Background: an optimization exercise with open tools, aiming at small area. Do not read the settings as production practice.
RTL that was checked went through simulation tests only; none was proved equivalent to the original.
No functional check of the RTL was part of run 1.
Power is estimated from default activity; no workload was simulated.

### flow/design.v
module irtx (
    input  wire        clk,
    input  wire        rst,         
    input  wire        cmd_valid,
    input  wire [39:0] cmd_word,
    input  wire [3:0]  trig,
    output wire        ir_out,
    output wire        busy,
    output wire        cmd_ready
);
    reg        bsy;
    reg        s;        
    reg        fr;       
    reg [5:0]  p;
    reg [31:0] c;
    wire [4:0] lt = c[31:27];
    wire       g1 = c[26];   
    wire       tab = c[25];  
    wire lt0 = (lt == 5'd0);
    wire lt1 = (lt == 5'd1);
    assign ir_out    = bsy & ~s & (lt0 | lt[4] | (lt[3] & lt[2] & lt[1]));
    assign busy      = bsy;
    assign cmd_ready = ~bsy;
    wire [7:0]  op = cmd_word[39:32];
    wire        az = (cmd_word[31:16] == 16'd0);
    wire        bz = (cmd_word[15:0] == 16'd0);
    wire        bk = (cmd_word[15:2] == 14'd0);
    wire d_carr  = (op[7:1] == 7'b0001000) & az & ~bz;
    wire d_space = (op == 8'h20) & ~(az & bz);
    wire d_tx    = (op[7:1] == 7'b0011000);
    wire d_sendk = (op == 8'h40) & az & bk;
    wire t_any   = |trig;
    wire [1:0] t_k = trig[0] ? 2'd0 : trig[1] ? 2'd1 : trig[2] ? 2'd2 : 2'd3;
    wire go    = cmd_valid ? (d_carr | d_space | d_tx | d_sendk) : t_any;
    wire acc   = ~bsy & ~rst & go;
    wire sendk = cmd_valid ? d_sendk : 1'b1;
    wire [1:0] k = cmd_valid ? cmd_word[1:0] : t_k;
    wire frn   = sendk | d_tx;
    wire g1n   = sendk ? (k == 2'd2) : op[0];
    wire [31:0] ld;
    assign ld[1:0]   = k;
    assign ld[6:2]   = cmd_word[6:2];
    assign ld[15:7]  = frn ? (g1n ? 9'd96 : 9'd346) : cmd_word[15:7];
    assign ld[23:16] = cmd_word[23:16];
    assign ld[24]    = d_tx ? cmd_word[7] : cmd_word[24];
    assign ld[25]    = d_space ? cmd_word[25] : sendk;
    assign ld[26]    = d_space ? cmd_word[26] : g1n;
    assign ld[31:27] = frn ? 5'd0 : cmd_word[31:27];
    wire plain = ~fr & s;
    wire pls   = ~plain;
    wire       b0 = ~fr & (plain | lt1);
    wire [7:0] lo = {1'b0, c[6:0]} - {7'd0, b0};
    wire       b7 = fr ? lt1 : lo[7];
    wire [9:0] hn = {1'b0, c[15:7]} - {9'd0, b7};
    wire       b16 = plain & hn[9];
    wire [11:0] mn = {1'b0, c[26:16]} - {11'd0, b16};
    wire       b27 = pls | mn[11];
    wire [4:0] ln0 = lt - {4'd0, b27};
    wire [4:0] ln  = (pls & lt0) ? (g1 ? 5'd24 : 5'd25) : ln0;
    wire [31:0] dec = {ln, mn[10:0], hn[8:0], lo[6:0]};
    wire zl  = (c[6:1] == 6'd0);
    wire zh  = (c[15:8] == 8'd0);
    wire zm  = (c[26:16] == 11'd0);
    wire fin = fr ? (c[7] & zh & lt1)
                  : (c[0] & zl & ~c[7] & zh & (s ? (zm & lt0) : lt1));
    wire last = g1 ? (s & p[2] & p[0] & ~p[4])
                   : (~s & p[5] & ~p[0]);
    wire nxc = fin & fr & ~last;
    wire [5:0] pn = s ? p : ((g1 & p[4] & p[2] & p[1]) ? 6'd0 : p + 6'd1);
    reg [7:0] ta, tc;
    always @(*) begin
        case (c[1:0])
            2'd0:    begin ta = 8'h04; tc = 8'h02; end
            2'd1:    begin ta = 8'h04; tc = 8'h03; end
            2'd2:    begin ta = 8'h01; tc = 8'h15; end
            default: begin ta = 8'hA5; tc = 8'h3C; end
        endcase
    end
    wire [7:0] fv = tab ? (p[4] ? tc : ta) : (p[4] ? {c[24], c[6:0]} : c[23:16]);
    wire bit_ = fv[p[2:0]] ^ p[3];
    wire st_ms = p[5] & p[0];
    reg [8:0] hk;
    reg [4:0] lk;
    always @(*) begin
        lk = 5'd0;
        if (s) begin
            hk = g1 ? (bit_ ? 9'd48 : 9'd24) : 9'd22;
        end else if (g1) begin
            hk = 9'd24;                   
        end else if (st_ms) begin
            hk = 9'd174; lk = 5'd2;       
        end else if (bit_) begin
            hk = 9'd65;  lk = 5'd22;      
        end else begin
            hk = 9'd22;  lk = 5'd16;      
        end
    end
    always @(posedge clk) begin
        if (rst)
            bsy <= 1'b0;
        else if (acc)
            bsy <= 1'b1;
        else if (fin & ~nxc)
            bsy <= 1'b0;
        if (acc) begin
            s  <= d_space & cmd_valid;
            fr <= frn;
            p  <= {~g1n, ~g1n, 4'b1111};
            c  <= ld;
        end else begin
            c <= dec;
            if (nxc) begin
                s <= ~s;
                p <= pn;
                c[15:7]  <= hk;
                c[31:27] <= lk;
            end
        end
    end
endmodule
### flow/config.mk
export PLATFORM = sky130hd
export DESIGN_NAME = irtx
export DESIGN_NICKNAME = irtx
export VERILOG_FILES = /design/flow/design.v
export SDC_FILE = /design/flow/constraint.sdc
export NUM_CORES = 4
export LEC_CHECK = 0
export CAP_MARGIN = 20
export CORE_MARGIN = 2
export CORE_UTILIZATION = 40
export SLEW_MARGIN = 20
### flow/standard.sh
#!/bin/bash
# synth_recipe.tcl (not shown) runs the flow's synth.tcl, then flattens the netlist and writes it again
# the make line also repeats each setting of config.mk as NAME=value (left out here)
make -C /OpenROAD-flow-scripts/flow DESIGN_CONFIG=/design/flow/config.mk WORK_HOME=/design/flow/orfs CLKGATE_MAP_FILE= SYNTH_SCRIPT=/design/flow/synth_recipe.tcl "${@:-finish}"
### flow/constraint.sdc
create_clock -name core_clock -period 10.0 [get_ports {clk}]
set_input_delay 2.0000 -clock core_clock [delete_from_list [all_inputs] [get_ports {clk}]]
set_output_delay 2.0000 -clock core_clock [all_outputs]
set_load 0.01 [all_outputs]
### flow/flow/run.sh
#!/bin/bash
# Standard layout, unchanged; each tool's output goes to its own log.
bash standard.sh > standard.log 2>&1
==> impl_results.md, run 1 <==
- Reg clk slew, reported paths: 0.07 ns
- Syn. warnings: 1
- Cell class contributing the biggest share of worst-path delay: simple AND/OR/NAND/NOR gates
- Status: finished clean
- I/O pin total: 50
- Endpoints failing hold: 0
- CP max FO: 35
- Synth Area in Compound Gates: 0.210
- Period utilisation layout: 0.552
- Cts hold-fix bufs: 0
- Chip height: between 90 and 100 um
- Class of the worst hold path: flop to flop
- Htree depth: 2
- Main combinational cell family by area after synthesis: simple AND/OR/NAND/NOR gates
- Post-Syn Nets: 439
- Final HPWL DP: 6420 um
- Crit path buffers/inverters: 3
- VDD IR-drop max: roughly 0.089 mV
- First-pass GRT wire length: 14000 um
- Die Wd: 90.6 um
- Crit path kind: primary input to flop
- Die area: 8210 um^2
- Post-CTS Setup Bufs: 0
- Startpoint Class: primary input
- Num CTS Buffers: 5
- Vias in the first global route: between 2000 and 3000
- Synth area leader: dfxtp_1
- Leading cell type in the layout, fill and taps excluded: clkdlybuf4s50_1
- Cells resized by post-CTS repair: 0
- Area Overhead vs Synth: 20.9%
- Mux contribution to synthesized area: 0.0555
- Via count: 2865
- Slowest cell on the critical path: clkinv_1
- Sum Neg Setup Slack: 0 ns
- Leakage power: 1.39 nW
- Final setup fails: 0
- Yosys reg bits: 41
- Slowest Stage Delay on Critical Path: 0.80 ns
- TritonCTS clock tree: built
- Final Core Density: 0.500
- Setup crit end kind: flop
- WP data arrival: 5.54 ns
- Post-synthesis simple-gate area fraction: 0.271
- Drt wl/cell: 16.2 um
- Asr flop ratio synth: 0
- RSZ-0062 raised after global routing: false
- Clock sinks: 41
- Diode count: 0
- Vias per cell: ~5.6
- Rows: 31
- Fmax achieved: 181 MHz
- Synth Flop Type: dfxtp_1
- Commonest non-fill, non-tap cells in the layout: clkdlybuf4s50_1, nand2_1, dfxtp_1
- Adder-cell area share of the yosys netlist: 0.0584
- GP Congestion: 0.869
- Share of cells above drive strength 1: 0.0504
- Nets: 478
- Largest net degree at the start of global routing: 36
- Pwr dens: 168 nW/um^2
- GRT Util Overall: 0.211
- Tmin final: 5.52 ns
- Post-synth cell types: 64
- Synth top area share: 0.247
- Clock Skew: between 0.01 and 0.015 ns
- EDFF count, synth: 4
- Core area: 7250 um^2
- Sequential fraction of the synthesis area: 0.287
- Synth Instances: 378
- Post-DP Area: 3550 um^2
- Clock buffer depth: 2
- Worst-skew pair later-pin latency: 0.30 ns
- Initial DRC count: 171
- Port-buffer cells: 49
- Synth area leaders: dfxtp_1, ha_1, nand2_1
- Total wire length: 8340 um
- Slew Limit Headroom: 0.301
- Pins Over Slew Limit: 0
- Xor/xnor share of the synthesized area: 0.0730
- CP required: about 10 ns
- Initial antenna violation count: 0
- TritonRoute pass-1 iters: 4
- Final Cell Area: 3630 um^2
- Synth Area per Inst: between 7 and 8 um^2
- Clock Tree Root: clkbuf_8
- Post-Syn Area: roughly 3000 um^2
- CP Cell Sequence: clkdlybuf4s50_1 > nor4_1 > nand4_1 > nor2_1 > a21oi_1 > o21ai_2 > buf_4 > clkinv_1 > nand3_1 > o21ai_0
- Max-cap violations: 0
- Remaining Overflow, GRT: 0
- Initial core utilization: 0.414
- Post-route DRC: 0
- DRT antenna net count: 0
- Slew of the pin with the lowest slew margin: ~1.0 ns
==> registers in the layout (all words and copies together), names as in the netlist <==
| signal | flops |
|---|---|
| bsy | 1 |
| c | 32 |
| fr | 1 |
| p | 6 |
| s | 1 |
==> power by group <==
group | switching (mW) | internal [mW]
sequential | 0.0586 | 0.211
combinational | 0.114 | 0.120
clock | 0.0577 | 0.0475
==> metal layers <==
metal,up-vias,share of wire,GRT usage
met3,13,0.045,0.0284
met5,-,0,0
met1,1334,0.49,0.293
li1,1453,-,-
met2,65,0.45,0.339
met4,0,0.023,0.0628
==> logic make-up (layout without fill, tap and decap cells) <==
group / Yosys count / count (layout)
DFF: 41 / 41
adders and majority gates: 14 / 14
muxes: 16 / 16
and+or+nand+nor: 157 / 157
AOI/OAI and AO/OA: 91 / 91
buffers and inverters: 34 / 73
xor gates and xnor gates: 25 / 25
==> through the flow <==
step	setup slack (ns)	hold WS [ns]	cells	power, mW
after floorplan	6.02	0.492	378	0.431
after global placement	4.23	0.522	509	0.502
after detailed placement	4.18	0.533	509	0.505
after CTS	4.50	0.549	516	0.611
after global routing	4.22	0.583	516	0.659
final	4.48	0.550	516	0.609
==> worst min-delay path: stages (launching register included) <==
cell	delay, ns
dfxtp_1	0.34
o21ai_0	0.10
a21oi_1	0.07
==> layout make-up <==
cell class | count | area, um^2
Inverter | 16 | 60.1
Fill cell | 735 | 3630
Tap cell | 99 | 124
Clock inverter | 1 | 5.00
Timing Repair Buffer | 50 | 498
Clock buffer | 6 | 72.6
Sequential cell | 41 | 861
Multi-Input combinational cell | 303 | 2010
==> final timing paths <==
kind | from | endpoint | slack (ns) | cells after the start
hold reg to reg | bsy$_SDFFE_PP0P_ | bsy$_SDFFE_PP0P_ | 0.55 | 2
setup reg to reg | c[28]$_DFF_P_ | c[31]$_DFF_P_ | 6.03 | 21
setup / recovery | cmd_word[2] | s$_DFFE_PP_ | 4.48 | 10
hold / removal | bsy$_SDFFE_PP0P_ | bsy$_SDFFE_PP0P_ | 0.55 | 2
==> synthesized netlist by cell type (3+ instances only) <==
library cell,count
nand2_1,43
dfxtp_1,37
nor2_1,35
a21oi_1,24
o21ai_0,22
inv_1,15
ha_1,14
mux2i_1,14
xnor2_1,14
nor4_1,13
clkbuf_1,11
nor3_1,11
xor2_1,11
nand4_1,7
nor2b_1,7
nand3_1,6
buf_2,5
nand3b_1,5
nor3b_1,5
o211ai_1,5
a211oi_1,4
a21o_1,4
edfxtp_1,4
nand2b_1,4
o31ai_1,4
a31oi_1,3
and3_1,3
nand4b_1,3
or2_2,3
==> run 2: changes to the inputs <==
--- a/flow/design.v
+++ b/flow/design.v
@@ -13,2 +13,3 @@
     reg        fr;       
+    reg        g1;       
     reg [5:0]  p;
@@ -16,4 +17,2 @@
     wire [4:0] lt = c[31:27];
-    wire       g1 = c[26];   
-    wire       tab = c[25];  
     wire lt0 = (lt == 5'd0);
@@ -39,10 +38,17 @@
     wire g1n   = sendk ? (k == 2'd2) : op[0];
+    reg [7:0] ta, tc;
+    always @(*) begin
+        case (k)
+            2'd0:    begin ta = 8'h04; tc = 8'h02; end
+            2'd1:    begin ta = 8'h04; tc = 8'h03; end
+            2'd2:    begin ta = 8'h01; tc = 8'h15; end
+            default: begin ta = 8'hA5; tc = 8'h3C; end
+        endcase
+    end
     wire [31:0] ld;
-    assign ld[1:0]   = k;
-    assign ld[6:2]   = cmd_word[6:2];
+    assign ld[6:0]   = sendk ? tc[6:0] : cmd_word[6:0];
     assign ld[15:7]  = frn ? (g1n ? 9'd96 : 9'd346) : cmd_word[15:7];
-    assign ld[23:16] = cmd_word[23:16];
-    assign ld[24]    = d_tx ? cmd_word[7] : cmd_word[24];
-    assign ld[25]    = d_space ? cmd_word[25] : sendk;
-    assign ld[26]    = d_space ? cmd_word[26] : g1n;
+    assign ld[23:16] = sendk ? ta : cmd_word[23:16];
+    assign ld[24]    = sendk ? tc[7] : (d_tx ? cmd_word[7] : cmd_word[24]);
+    assign ld[26:25] = cmd_word[26:25];
     assign ld[31:27] = frn ? 5'd0 : cmd_word[31:27];
@@ -65,17 +71,8 @@
                   : (c[0] & zl & ~c[7] & zh & (s ? (zm & lt0) : lt1));
-    wire last = g1 ? (s & p[2] & p[0] & ~p[4])
+    wire last = g1 ? (s & p[2] & ~p[3] & ~p[4])
                    : (~s & p[5] & ~p[0]);
     wire nxc = fin & fr & ~last;
-    wire [5:0] pn = s ? p : ((g1 & p[4] & p[2] & p[1]) ? 6'd0 : p + 6'd1);
-    reg [7:0] ta, tc;
-    always @(*) begin
-        case (c[1:0])
-            2'd0:    begin ta = 8'h04; tc = 8'h02; end
-            2'd1:    begin ta = 8'h04; tc = 8'h03; end
-            2'd2:    begin ta = 8'h01; tc = 8'h15; end
-            default: begin ta = 8'hA5; tc = 8'h3C; end
-        endcase
-    end
-    wire [7:0] fv = tab ? (p[4] ? tc : ta) : (p[4] ? {c[24], c[6:0]} : c[23:16]);
-    wire bit_ = fv[p[2:0]] ^ p[3];
+    wire [5:0] pn = s ? ((g1 & p[4] & p[2] & p[1]) ? 6'd0 : p + 6'd1) : p;
+    wire [7:0] fv = pn[4] ? {c[24], c[6:0]} : c[23:16];
+    wire bit_ = fv[pn[2:0]] ^ pn[3];
     wire st_ms = p[5] & p[0];
@@ -107,2 +104,3 @@
             fr <= frn;
+            g1 <= g1n;
             p  <= {~g1n, ~g1n, 4'b1111};
==> flow/run.sh (new file) <==
#!/bin/bash
# synth_recipe.tcl (not shown) runs the flow's synth.tcl, then flattens the netlist and writes it again
# the make line also repeats each setting of config.mk as NAME=value (left out here)
make -C /OpenROAD-flow-scripts/flow DESIGN_CONFIG=/design/flow/config.mk WORK_HOME=/design/flow/orfs CLKGATE_MAP_FILE= SYNTH_SCRIPT=/design/flow/synth_recipe.tcl finish
removed: flow/flow/run.sh
removed: flow/standard.sh
==> run 2 against run 1 <==
Against the previous run: still clean on timing, DRC and antenna; global-route usage is 2.1 points higher; die area is 5.6% higher; routed wire length is 13% higher; sequential share of layout area is 0.64 points lower; power is 3.7% higher; first-iteration DRC count is 51% higher; non-clock buffer count is 1 higher; worst hold slack better by 0.013 ns; clock skew is 0.0014 ns higher; critical path depth is 1 lower; critical path type unchanged.
==> impl_results.md, run 2 <==
- Leakage power: 1.46 nW
- Combinational Power Share: 0.363
- Synth Area per Inst: slightly below 8 um^2
- Int Pwr: 0.402 mW
- Reg power frac: 0.419
- GP Congestion: 0.845
- Pins Over Slew Limit: 0
- Fmax achieved: 200 MHz
- Final setup fails: 0
- Cts hold-fix bufs: 0
- Syn. warnings: 1
- Leading cell type in the layout, fill and taps excluded: clkdlybuf4s50_1
- Max FFs per register: 32
- Multi-input logic area: 2170 um^2
- Crit path from: cmd_word[2]
- Total power: around 0.63 mW
- RSZ-0062 raised after global routing: false
- Reg clk slew, reported paths: 0.09 ns
- Max-cap violations: 0
- Synth top area share: 0.233
- WP data arrival: 5.20 ns
- Die area: 8670 um^2
- Drt wl/cell: around 17 um
- Status: finished clean
- Area Overhead vs Synth: 21.4%
- Vias in the first global route: 3131
- Class of the worst hold path: flop to flop
- Via count: 3234
- Worst-skew pair later-pin latency: 0.30 ns
- Clock buffer depth: 2
- Slowest cell on the critical path: o31a_1
- CP max FO: 17
- Die Wd: roughly 93 um
- Initial DRC count: 259
- Most flops, register: c
- Synth cell count leaders: dfxtp_1, nand2_1, nor2_1
- Core area: approximately 7700 um^2
- Port-buffer cells: 49
- Diode count: 0
- Total wire length: 9430 um
- Slew Limit Headroom: 0.515
- Period utilisation layout: 0.500
- Number of fillers in the final layout: 765
- Clock sinks: 42
- Initial core utilization: 0.411
- EDFF count, synth: 5
- Num CTS Buffers: 5
- Largest net degree at the start of global routing: 40
- Clock share of power: 0.218
- Sw frac: 0.364
- Sequential fraction of the synthesis area: 0.281
- First-pass GRT wire length: 15700 um
- TritonCTS clock tree: built
- I/O pin total: 50
- Slowest Stage Delay on Critical Path: 0.54 ns
- Vias per cell: 5.84
- DRT antenna net count: 0
- FF-to-FF Start: c[28]$_DFF_P_
- Tmin final: 5.00 ns
- Crit path kind: primary input to flop
- Sequential Area: 891 um^2
- Crit path buffers/inverters: 2
- CP required: 10.20 ns
- Clock Skew: 0.0125 ns
- Remaining Overflow, GRT: 0
- Post-CTS Setup Bufs: 0
- Synth Instances: 409
- VDD IR-drop max: 0.0941 mV
- CP Cell Sequence: clkdlybuf4s50_1 > nor4_1 > nand4_1 > o31a_1 > a31oi_4 > nor2_1 > inv_1 > o21ai_0 > a311o_1
- Nets: 510
- Sum Neg Setup Slack: 0 ns
- Final HPWL DP: 7500 um
- Pwr dens: roughly 160 nW/um^2
- Yosys reg bits: 42
- Rows: 32
- Cells resized by post-CTS repair: 0
- Switch Pwr: 0.230 mW
- Share of cells above drive strength 1: 0.0509
- Post-synth cell types: 64
- Commonest non-fill, non-tap cells in the layout: clkdlybuf4s50_1, dfxtp_1, nand2_1
- Clock Tree Root: clkbuf_8
- Post-route DRC: 0
- Synth area leaders: dfxtp_1, edfxtp_1, ha_1
- Top flop regs: c: 32 flops, p: 6 flops
- Initial antenna violation count: 0
- GRT Util Overall: 0.231
- Slew of the pin with the lowest slew margin: 0.723 ns
- TritonRoute pass-1 iters: 5
- Synth area leader: dfxtp_1
- Post-Syn Nets: 468
- Post-Syn Area: approximately 3200 um^2
- Worst hold start: bsy$_SDFFE_PP0P_
- Count leader, synth: dfxtp_1
- Cell class contributing the biggest share of worst-path delay: compound AO/OA/AOI/OAI gates
- Chip height: 93.1 um
- Htree depth: 2
- Endpoints failing hold: 0
- Synth Flop Type: dfxtp_1
- Startpoint Class: primary input
- Asr flop ratio synth: 0
- Setup crit end kind: flop
## run 2: changes by cell type in the layout (fill, tap and decap cells not counted), moves of 5 or more
cell      previous run  this run
mux2i_1             14         8
and2_1               2         7
a211o_1              1         7
nand2_1             43        36
nor2b_1              7         2
nand3_1              6        23
nand2b_1             4        13
## run 2: power by group through the flow
stage | Combinational [mW] | Sequential [mW] | Clock (mW)
after floorplan | 0.165 | 0.252 | 0
after global routing | 0.257 | 0.274 | 0.144
after global placement | 0.227 | 0.266 | 0
after detailed placement | 0.228 | 0.268 | 0
after CTS | 0.230 | 0.264 | 0.139
final | 0.229 | 0.265 | 0.138
## run 2: per-layer routing
layer,up-vias,global-route usage,wire length (um)
li1,1597,-,-
met1,1524,0.322,4340
met2,105,0.379,4450
met3,8,0.0363,521
met4,0,0.0478,114
met5,-,0,0
## run 2: area by class of cell
type                       count  share of cell area
timing repair buffer          51               0.131
sequential                    42               0.231
multi-input combinational    337               0.563
inverter                      14              0.0136
tap                          102              0.0331
clock inverter                 3              0.0104
clock buffer                   5              0.0178
## run 2: worst register-to-register path: stages, from the launching register on
cell      delay (ns)
dfxtp_1         0.35
nor4_2          0.50
a21oi_1         0.17
nor2_1          0.12
ha_1            0.19
nand2_1         0.11
o21ai_0         0.25
ha_1            0.25
nand3_1         0.17
nor3_1          0.25
ha_1            0.22
nand2_1         0.16
o21ai_0         0.29
ha_1            0.27
ha_1            0.26
nand3b_1        0.18
a21oi_1         0.18
a21oi_1         0.06
a41oi_1         0.23
## run 2: final timing paths
check                      to  slack [ns]  depth (start not counted)
max reg2reg     c[28]$_DFF_P_        5.69                         18
min reg2reg  bsy$_SDFFE_PP0P_        0.56                          2
min          bsy$_SDFFE_PP0P_        0.56                          2
max             c[10]$_DFF_P_        5.00                          9
## run 2: through the flow
step	setup slack [ns]	hold slack (ns)	std cells	instance area [um^2]	utilization
floorplan	5.81	0.512	409	3180	-
global placement	4.70	0.536	546	3750	0.485
detailed placement	4.67	0.541	546	3750	0.485
CTS	4.97	0.554	554	3860	0.499
global route	4.83	0.605	554	3860	0.499
finish	5.00	0.563	554	3860	0.499
## run 2: cell families after synthesis
logic type / synth area share
AO/OA/AOI/OAI: 0.218
XOR/XNOR: 0.0776
adder cells (fa/ha/maj): 0.0473
buffers and inverters: 0.0406
flip-flops: 0.281
multiplexers: 0.0370
AND/OR/NAND/NOR: 0.299

[what the ideal ports hide]
No port has a modelled driver above. Below, the same layouts with a new extraction and two added sets of constraints. Step 1: set_driving_cell puts a clkbuf_16 on clk and a buf_2 on each other input, an assumption about the parent block. Step 2 also shifts input and output timing later by t, the mid clock arrival at the registers, as if the neighbouring blocks saw the same clock. a / b / c = ideal / step 1 / step 2; a / b = the first two.
| run | t, ns | slack for setup (ns) | pins driven straight from the clock port |
|---|---|---|---|
| run 1 | 0.326 | 4.483 / 4.490 / 4.164 | 1 |
| run 2 | 0.324 | 5.002 / 5.008 / 4.684 | 1 |
After both steps every run listed still meets setup and hold. For run 1, which loses most, drivers alone change the setup slack by +0.007 ns; drivers and shift together by -0.319 ns.
